This is an optimization exercise on Yosys and OpenROAD, whose aim is a short achievable clock period and few clock cycles, not a production implementation.
Only simulation tests tie the RTL to the original design; equivalence was not proved.

### design/flow/config.mk
export PLATFORM = sky130hd
export DESIGN_NAME = gcif_br
export DESIGN_NICKNAME = gcif_br
export VERILOG_FILES = /design/flow/design.v
export SDC_FILE = /design/flow/constraint.sdc
export NUM_CORES = 4
export LEC_CHECK = 0
export CAP_MARGIN = 20
export CORE_MARGIN = 2
export CORE_UTILIZATION = 40
export SLEW_MARGIN = 20
### design/flow/constraint.sdc
create_clock -name core_clock -period 20.0 [get_ports {clk}]
set_input_delay 4.0000 -clock core_clock [delete_from_list [all_inputs] [get_ports {clk}]]
set_output_delay 4.0000 -clock core_clock [all_outputs]
set_load 0.01 [all_outputs]
### design/flow/design.v
module gcif_mix (
    input  wire [31:0] h,
    input  wire [31:0] w,
    output wire [31:0] y
);
    wire [31:0] k1 = w * 32'hCC9E2D51;
    wire [31:0] k2 = {k1[16:0], k1[31:17]};      
    wire [31:0] k3 = k2 * 32'h1B873593;
    wire [31:0] h1 = h ^ k3;
    wire [31:0] h2 = {h1[18:0], h1[31:19]};      
    assign y = h2 * 32'd5 + 32'hE6546B64;
endmodule
module gcif_fin (
    input  wire [31:0] h,
    input  wire [31:0] c,
    output wire [31:0] y
);
    wire [31:0] x0 = h ^ c;
    wire [31:0] x1 = x0 ^ (x0 >> 16);
    wire [31:0] x2 = x1 * 32'h85EBCA6B;
    wire [31:0] x3 = x2 ^ (x2 >> 13);
    wire [31:0] x4 = x3 * 32'hC2B2AE35;
    assign y = x4 ^ (x4 >> 16);
endmodule
module gcif_br #(
    parameter [31:0] HEAD_MAGIC = 32'h11223344,
    parameter [31:0] HEAD_SEED  = 32'h00000001,
    parameter [31:0] DATA_SEED  = 32'h00000002
) (
    input  wire        clk,
    input  wire        rst,
    input  wire        cmd_valid,
    output wire        cmd_ready,
    input  wire [39:0] cmd_data,
    output reg         rsp_valid,
    output reg  [39:0] rsp_data,
    output wire        mem_req,
    output wire [29:0] mem_addr,
    input  wire        mem_ready,
    input  wire [31:0] mem_rdata,
    output wire [31:0] tbl_id,
    output wire [15:0] tbl_code,
    input  wire [15:0] tbl_sym,
    input  wire [4:0]  tbl_len
);
    localparam [7:0] OP_INIT       = 8'h01;
    localparam [7:0] OP_PEEK       = 8'h02;
    localparam [7:0] OP_EAT        = 8'h03;
    localparam [7:0] OP_NEXTSYM    = 8'h04;
    localparam [7:0] OP_BODY_FINAL = 8'h05;
    localparam [7:0] OP_GET_WIDTH  = 8'h10;
    localparam [7:0] OP_GET_HEIGHT = 8'h11;
    localparam [7:0] OP_GET_EOF    = 8'h12;
    localparam [7:0] OP_GET_DHASH  = 8'h13;
    localparam [7:0] OP_GET_HHASH  = 8'h14;
    localparam [7:0] OP_GET_WCOUNT = 8'h15;
    localparam [7:0] OP_GET_MODE   = 8'h16;
    localparam [7:0] OP_GET_ERROR  = 8'h17;
    localparam [1:0] MODE_UNINIT = 2'd0;
    localparam [1:0] MODE_READY  = 2'd1;
    localparam [1:0] MODE_FAILED = 2'd2;
    localparam [7:0] ERR_BAD_HEADER = 8'd2;
    localparam [2:0] S_IDLE = 3'd0;
    localparam [2:0] S_EXEC = 3'd1;
    localparam [2:0] S_HDR  = 3'd2;
    localparam [2:0] S_HCHK = 3'd3;
    localparam [2:0] S_MEM  = 3'd4;
    localparam [2:0] S_OUT  = 3'd5;
    reg [2:0]  state;
    reg [39:0] cmd_r;
    reg [1:0]  mode;
    reg [7:0]  last_err;
    reg [31:0] cur;           
    reg [5:0]  bl;            
    reg [31:0] la;            
    reg [5:0]  ll;            
    reg [29:0] words_left;
    reg [29:0] word_count;
    reg [29:0] cursor;
    reg        eof;
    reg [31:0] hh;            
    reg [31:0] bh;            
    reg [15:0] width;
    reg [15:0] height;
    reg [31:0] data_hash;
    reg [31:0] head_hash;
    reg [1:0]  hv_idx;        
    wire [7:0]  op  = cmd_r[39:32];
    wire [31:0] arg = cmd_r[31:0];
    wire [5:0] need = (op == OP_PEEK) ? {1'b0, cmd_r[4:0]} : 6'd16;
    wire [31:0] mix_h = (state == S_HDR) ? ((hv_idx == 2'd0) ? HEAD_SEED : hh) : bh;
    wire [31:0] mix_y;
    gcif_mix u_mix (.h(mix_h), .w(mem_rdata), .y(mix_y));
    wire [31:0] fin_h = (state == S_HCHK) ? hh : bh;
    wire [31:0] fin_c = (state == S_HCHK) ? 32'd4 : arg;
    wire [31:0] fin_y;
    gcif_fin u_fin (.h(fin_h), .c(fin_c), .y(fin_y));
    wire [5:0]  read_bits = 6'd32 - bl;
    wire [31:0] cur_top   = cur | (la >> bl);             
    wire [5:0]  b_new     = bl + ll;                      
    wire [31:0] cur_b     = cur_top | (mem_rdata >> b_new);
    wire [31:0] la_b      = mem_rdata << (6'd32 - b_new);
    wire [5:0]  sym_len   = {1'b0, tbl_len};
    wire [31:0] peek_data = cur >> (6'd32 - need);
    assign cmd_ready = (state == S_IDLE);
    assign mem_req   = (state == S_HDR) || (state == S_MEM);
    assign mem_addr  = (state == S_HDR) ? {28'd0, hv_idx} : cursor;
    assign tbl_id    = arg;
    assign tbl_code  = cur[31:16];
    task clear_all;
        begin
            mode       <= MODE_UNINIT;
            last_err   <= 8'd0;
            cur        <= 32'd0;
            bl         <= 6'd0;
            la         <= 32'd0;
            ll         <= 6'd0;
            words_left <= 30'd0;
            word_count <= 30'd0;
            cursor     <= 30'd0;
            eof        <= 1'b0;
            hh         <= 32'd0;
            bh         <= 32'd0;
            width      <= 16'd0;
            height     <= 16'd0;
            data_hash  <= 32'd0;
            head_hash  <= 32'd0;
        end
    endtask
    task fail_header;
        begin
            clear_all;
            mode      <= MODE_FAILED;
            last_err  <= ERR_BAD_HEADER;
            rsp_valid <= 1'b1;
            rsp_data  <= {ERR_BAD_HEADER, 32'd0};
            state     <= S_IDLE;
        end
    endtask
    always @(posedge clk) begin
        if (rst) begin
            state     <= S_IDLE;
            cmd_r     <= 40'd0;
            hv_idx    <= 2'd0;
            rsp_valid <= 1'b0;
            rsp_data  <= 40'd0;
            clear_all;
        end else begin
            rsp_valid <= 1'b0;
            case (state)
                S_IDLE: begin
                    if (cmd_valid) begin
                        cmd_r <= cmd_data;
                        state <= S_EXEC;
                    end
                end
                S_EXEC: begin
                    case (op)
                        OP_INIT: begin
                            clear_all;
                            if (arg[31:2] < 30'd4) begin
                                fail_header;
                            end else begin
                                words_left <= arg[31:2] - 30'd4;
                                word_count <= arg[31:2] - 30'd4;
                                cursor     <= 30'd4;
                                hv_idx     <= 2'd0;
                                state      <= S_HDR;
                            end
                        end
                        OP_PEEK, OP_NEXTSYM: begin
                            if (bl < need) begin
                                if (ll >= read_bits) begin
                                    cur   <= cur_top;
                                    la    <= la << read_bits;
                                    ll    <= ll - read_bits;
                                    bl    <= 6'd32;
                                    state <= S_OUT;
                                end else if (words_left != 30'd0) begin
                                    state <= S_MEM;
                                end else begin
                                    cur   <= cur_top;
                                    bl    <= b_new;
                                    la    <= 32'd0;
                                    ll    <= 6'd0;
                                    if (b_new == 6'd0)
                                        eof <= 1'b1;
                                    state <= S_OUT;
                                end
                            end else begin
                                state <= S_OUT;
                            end
                        end
                        OP_EAT: begin
                            cur       <= cur << cmd_r[4:0];
                            bl        <= (bl > {1'b0, cmd_r[4:0]}) ? bl - {1'b0, cmd_r[4:0]} : 6'd0;
                            rsp_valid <= 1'b1;
                            rsp_data  <= 40'd0;
                            state     <= S_IDLE;
                        end
                        default: begin
                            rsp_valid <= 1'b1;
                            state     <= S_IDLE;
                            case (op)
                                OP_BODY_FINAL: rsp_data <= {8'd0, fin_y};
                                OP_GET_WIDTH:  rsp_data <= {24'd0, width};
                                OP_GET_HEIGHT: rsp_data <= {24'd0, height};
                                OP_GET_EOF:    rsp_data <= {39'd0, eof};
                                OP_GET_DHASH:  rsp_data <= {8'd0, data_hash};
                                OP_GET_HHASH:  rsp_data <= {8'd0, head_hash};
                                OP_GET_WCOUNT: rsp_data <= {10'd0, word_count};
                                OP_GET_MODE:   rsp_data <= {38'd0, mode};
                                OP_GET_ERROR:  rsp_data <= {32'd0, last_err};
                                default:       rsp_data <= 40'd0;
                            endcase
                        end
                    endcase
                end
                S_HDR: begin
                    if (mem_ready) begin
                        case (hv_idx)
                            2'd0: begin
                                if (mem_rdata != HEAD_MAGIC)
                                    fail_header;
                                else
                                    hh <= mix_y;
                            end
                            2'd1: begin
                                hh     <= mix_y;
                                width  <= mem_rdata[31:16];
                                height <= mem_rdata[15:0];
                            end
                            2'd2: begin
                                hh        <= mix_y;
                                data_hash <= mem_rdata;
                            end
                            default: begin
                                head_hash <= mem_rdata;
                                state     <= S_HCHK;
                            end
                        endcase
                        hv_idx <= hv_idx + 2'd1;
                    end
                end
                S_HCHK: begin
                    if (fin_y == head_hash) begin
                        mode      <= MODE_READY;
                        last_err  <= 8'd0;
                        bh        <= DATA_SEED;
                        rsp_valid <= 1'b1;
                        rsp_data  <= 40'd0;
                        state     <= S_IDLE;
                    end else begin
                        fail_header;
                    end
                end
                S_MEM: begin
                    if (mem_ready) begin
                        cur        <= cur_b;
                        la         <= la_b;
                        ll         <= b_new;
                        bl         <= 6'd32;
                        words_left <= words_left - 30'd1;
                        cursor     <= cursor + 30'd1;
                        bh         <= mix_y;
                        state      <= S_OUT;
                    end
                end
                S_OUT: begin
                    rsp_valid <= 1'b1;
                    state     <= S_IDLE;
                    if (op == OP_NEXTSYM) begin
                        rsp_data <= {24'd0, tbl_sym};
                        cur      <= cur << sym_len;
                        bl       <= (bl > sym_len) ? bl - sym_len : 6'd0;
                    end else begin
                        rsp_data <= {8'd0, peek_data};
                    end
                end
                default: state <= S_IDLE;
            endcase
        end
    end
endmodule
### design/flow/run.sh
#!/bin/bash
# synth_recipe.tcl (not shown) runs the flow's synth.tcl, then flattens the netlist and writes it again
# the make line also repeats each setting of config.mk as NAME=value (left out here)
make -C /OpenROAD-flow-scripts/flow DESIGN_CONFIG=/design/flow/config.mk WORK_HOME=/design/flow/orfs CLKGATE_MAP_FILE= SYNTH_SCRIPT=/design/flow/synth_recipe.tcl finish
==> run summary <==
## repair_timing
item | in CTS | in global routing
endpoints found under the setup margin | 0 | 26
hold endpoints to repair | 0 | 0
resized for setup | 0 | 24
## per-stage QoR
stage / util / hold slack, ns / instance area, sq um / std cells
after CTS: 0.4461 / 0.4511 / 76520 / 10582
after global routing: 0.4468 / 0.4649 / 76640 / 10586
final: 0.4469 / 0.4501 / 76670 / 10595
after global placement: 0.4358 / 0.4366 / 74770 / 10487
after detailed placement: 0.4359 / 0.4435 / 74770 / 10487
after floorplan: - / 0.4285 / 69130 / 8156
## worst register-to-register path, delay by kind of cell (launching register included)
kind,cells,cell delay (ns)
mux,2,0.74
flops,1,0.56
fa+ha+maj,18,7.91
buf+inv,12,1.23
simple gates,12,3.22
compound gates,12,2.54
xor+xnor,8,2.77
## cell usage after synthesis, types with 64 or more instances
| library cell | count |
|---|---|
| mux4_2 | 126 |
| a21oi_1 | 564 |
| fa_1 | 721 |
| buf_1 | 64 |
| a211oi_1 | 135 |
| o21ai_0 | 254 |
| nor2_1 | 554 |
| nand3_1 | 209 |
| xnor2_1 | 351 |
| nand2_1 | 669 |
| a21o_1 | 78 |
| a22oi_1 | 93 |
| dfxtp_1 | 408 |
| mux2i_1 | 227 |
| ha_1 | 867 |
| xor2_1 | 135 |
| nor3_1 | 147 |
| clkbuf_1 | 369 |
| inv_1 | 1265 |
## flip-flops by register name (all words and copies together), names as in the netlist, 3 cells and up
name        flops
bh             32
bl              6
cmd_r          40
cur            32
cursor         30
data_hash      32
head_hash      32
height         16
hh             32
la             32
ll              6
rsp_data       33
state           3
width          16
word_count     30
words_left     30
## metal layers
metal  GRT usage  wire length (um)  vias up
li1            -                 -    27555
met1      0.3755            106600    29612
met2      0.4825            121500     2328
met3     0.03067             15490      470
met4      0.1450             14730        0
met5           0                 0        -
## logic make-up (layout without fill, tap and decap cells)
family,after synthesis,in the layout
AOI/OAI and AO/OA,1557,1557
DFF,408,408
and+or+nand+nor,1937,1937
muxes,376,376
adders and majority gates,1588,1588
other,1,20
xor gates and xnor gates,504,504
buffers and inverters,1779,1895
## cells in the final DEF, fill, tap and decap left out, types with 37 or more instances in the layout
cell,instances
and2_1,55
a21oi_1,560
and3_1,41
nor3_1,143
o22ai_1,40
buf_4,300
nor2_1,551
nor2b_1,47
mux4_2,126
inv_1,1265
nand2_1,666
mux2i_1,227
nand2b_1,37
a211oi_1,134
xnor2_1,339
clkdlybuf4s50_1,203
a21o_1,78
dfxtp_1,404
ha_1,865
o21ai_0,248
fa_1,720
a22oi_1,93
xor2_1,132
clkbuf_16,53
a31oi_1,46
nand3_1,209
## how the worst min path moves through the flow
stage,cells after the start,endpoint,startpoint
4_1_cts,2,height[7],height[7]
6_report,2,height[7],height[7]
3_5_place_dp,2,width[1],width[1]
3_3_place_gp,2,width[15],width[15]
2_1_floorplan,2,data_hash[0],data_hash[0]
5_1_grt,2,data_hash[25],data_hash[25]
## area by class of cell
type,instances,area (sq um),area share
multi-input cells,5969,54340,0.7088
flip-flops and latches,408,8175,0.1066
inverters,1273,4778,0.06233
repair buffers,527,4707,0.06140
well taps,2310,2890,0.03770
clock buffers,68,1453,0.01895
clock inverters,27,291.5,0.003803
diodes,13,32.53,0.0004243
==> metrics.md <==
| Metric | Value |
|---|---|
| Pre-CTS setup slack | `-0.06305 ns` |
| Synth cell types | `slightly below 100` |
| Core ar. | `about 0.17 sq mm` |
| Family with the most delay on the worst path | `adder cells` |
| Slowest CP cell | `xnor2_1` |
| CTS tree | `done` |
| Drt initial violations | `5829` |
| Mapped Avg Cell Area | `between 8 and 9 sq um` |
| Post-synth top flop | `dfxtp_1` |
| Kind of critical path | `reg -> reg` |
| Status | `complete, no violations` |
| Hpwl dp | `between 200000 and 250000 um` |
| Yosys warns | `1` |
| Die height | `roughly 420 um` |
| GPL Wtd Cong | `0.9938` |
| FF-to-FF End | `cursor[28]` |
| FFs w/ async S/R, synth | `0` |
| Pin count of the biggest net entering global routing | `between 100 and 150` |
| Setup tns final | `0 ns` |
| Slew HR | `0.2115` |
| Synth Area in Compound Gates | `0.1436` |
| Final #Nets | `approximately 10k` |
| Simple-gate portion of the synthesized area | `0.1269` |
| Row cnt | `152` |
| CP max stage delay | `0.80 ns` |
| Vias | `~60k` |
| Initial antenna violation count | `10` |
| Adder and majority gate portion of the synthesized area | `0.3658` |
| Worst setup margin | `between 0.9 and 1 ns` |
| RR Startpoint | `state[1]` |
| Mux share of post-synthesis cell area | `0.07778` |
| Area contributors post-synth | `fa_1 (21%), ha_1 (16%), dfxtp_1 (12%), inv_1 (6.9%), xnor2_1 (4.4%)` |
| Seq/Total Area, Yosys | `0.1182` |
| Min-delay worst type | `reg -> reg` |
| Post-Syn Instances | `roughly 8.2k` |
| Post-Synth XOR/XNOR Area | `0.06704` |
| Fmax | `roughly 52 MHz` |
| Post-CTS Setup Bufs | `0` |
| Area leader, netlist | `fa_1` |
| # fillers | `around 17k` |
| Flop-to-flop setup slack | `0.92 ns` |
| CP dominant cell by count | `fa_1` |
| Final period util | `0.9539` |
| Final setup viols | `0` |
| Post-Route Skew | `around 0.044 ns` |
| Critical Path RT | `between 20 and 25 ns` |
| Cell area after synthesis | `0.06911 sq mm` |
| Final Hold Viols | `0` |
| Largest family of logic cells by synthesized area | `adder cells` |
| Die Footprint | `between 0.15 and 0.2 sq mm` |
| Area growth from synthesis to layout | `10.93%` |
| Worst setup path startpoint | `state[1]` |
| Num CTS Buffers | `52` |
| Critical Path End Type | `register` |
| Max clock buf depth | `3` |
| Crit path launch type | `register` |
| Critical path buffer and inverter count | `12` |
| CTS Hold Bufs | `0` |
| Yosys top cell area share | `0.2088` |
| Post-synth EDFFs | `0` |
| R2R depth | `between 60 and 70` |
| End of the critical path | `cursor[28]` |
| Initial core utilization | `0.4029` |
| DRT Pass-1 Iters | `8` |
| IO Port Bufs | `210` |
| Via density per instance | `about 5.7` |
| Least-Margin Pin Slew | `1.170 ns` |
| H-Tree Level Count | `2` |
| DRC | `0` |
| Max-cap violations | `0` |
| Reg clk slew, reported paths | `roughly 0.06 ns` |
| Routed len/inst | `approximately 24 um` |
| Worst path arrival time | `~20 ns` |
| DRT antenna net count | `0` |
| Grt total ovfl | `0` |
| Total GRT Usage | `0.2906` |
| Clock root buffer | `clkbuf_16` |
| Crit Path Max Fanout | `35` |
| #FFs+latches synth | `408` |
| Slew Limit Fails | `0` |
| Critical Path Stages | `64` |
| Global-route wire length before repair | `386400 um` |
| Number of global-route vias before repair | `roughly 60k` |
| Die W | `between 400 and 500 um` |
| # IOs | `~220` |
| Final wirelength | `258300 um` |
| Skew-Pair Late Insertion Delay | `roughly 0.68 ns` |
| Clock period minus final worst setup slack | `about 19 ns` |
| Share of cells above drive strength 1 | `0.08305` |
| Num Clock Sinks | `408` |
Testbench counts, summed over its fixed seeds: cycles 40,256.

==> afterwards: timing with drivers on the ports <==
In the flow no input, the clock included, has a driving cell. The finished layout below was timed again as built, in two steps. Step 1 sets driving cells, clkbuf_16 on the clock port and buf_2 on the other inputs (assumed; they add their load-dependent delay and slew). Step 2, shift: input delay + t, output delay - t, t = (earliest + latest rising clock arrival at the registers) / 2. This alone moves slack from input paths to output paths. a / b / c = ideal ports / drivers / drivers and shift; a / b = the first two.
t, ns: 0.739
setup slack, ns: 0.923 / 0.923 / 0.231
hold WS [ns]: 0.450 / 0.450 / 0.450
worst setup path at the end: input to register
pins driven straight from the clock port: 1
After both steps setup and hold are still met in this run. The setup slack of this run moves by 0.000 ns with the drivers and by -0.692 ns with both steps.
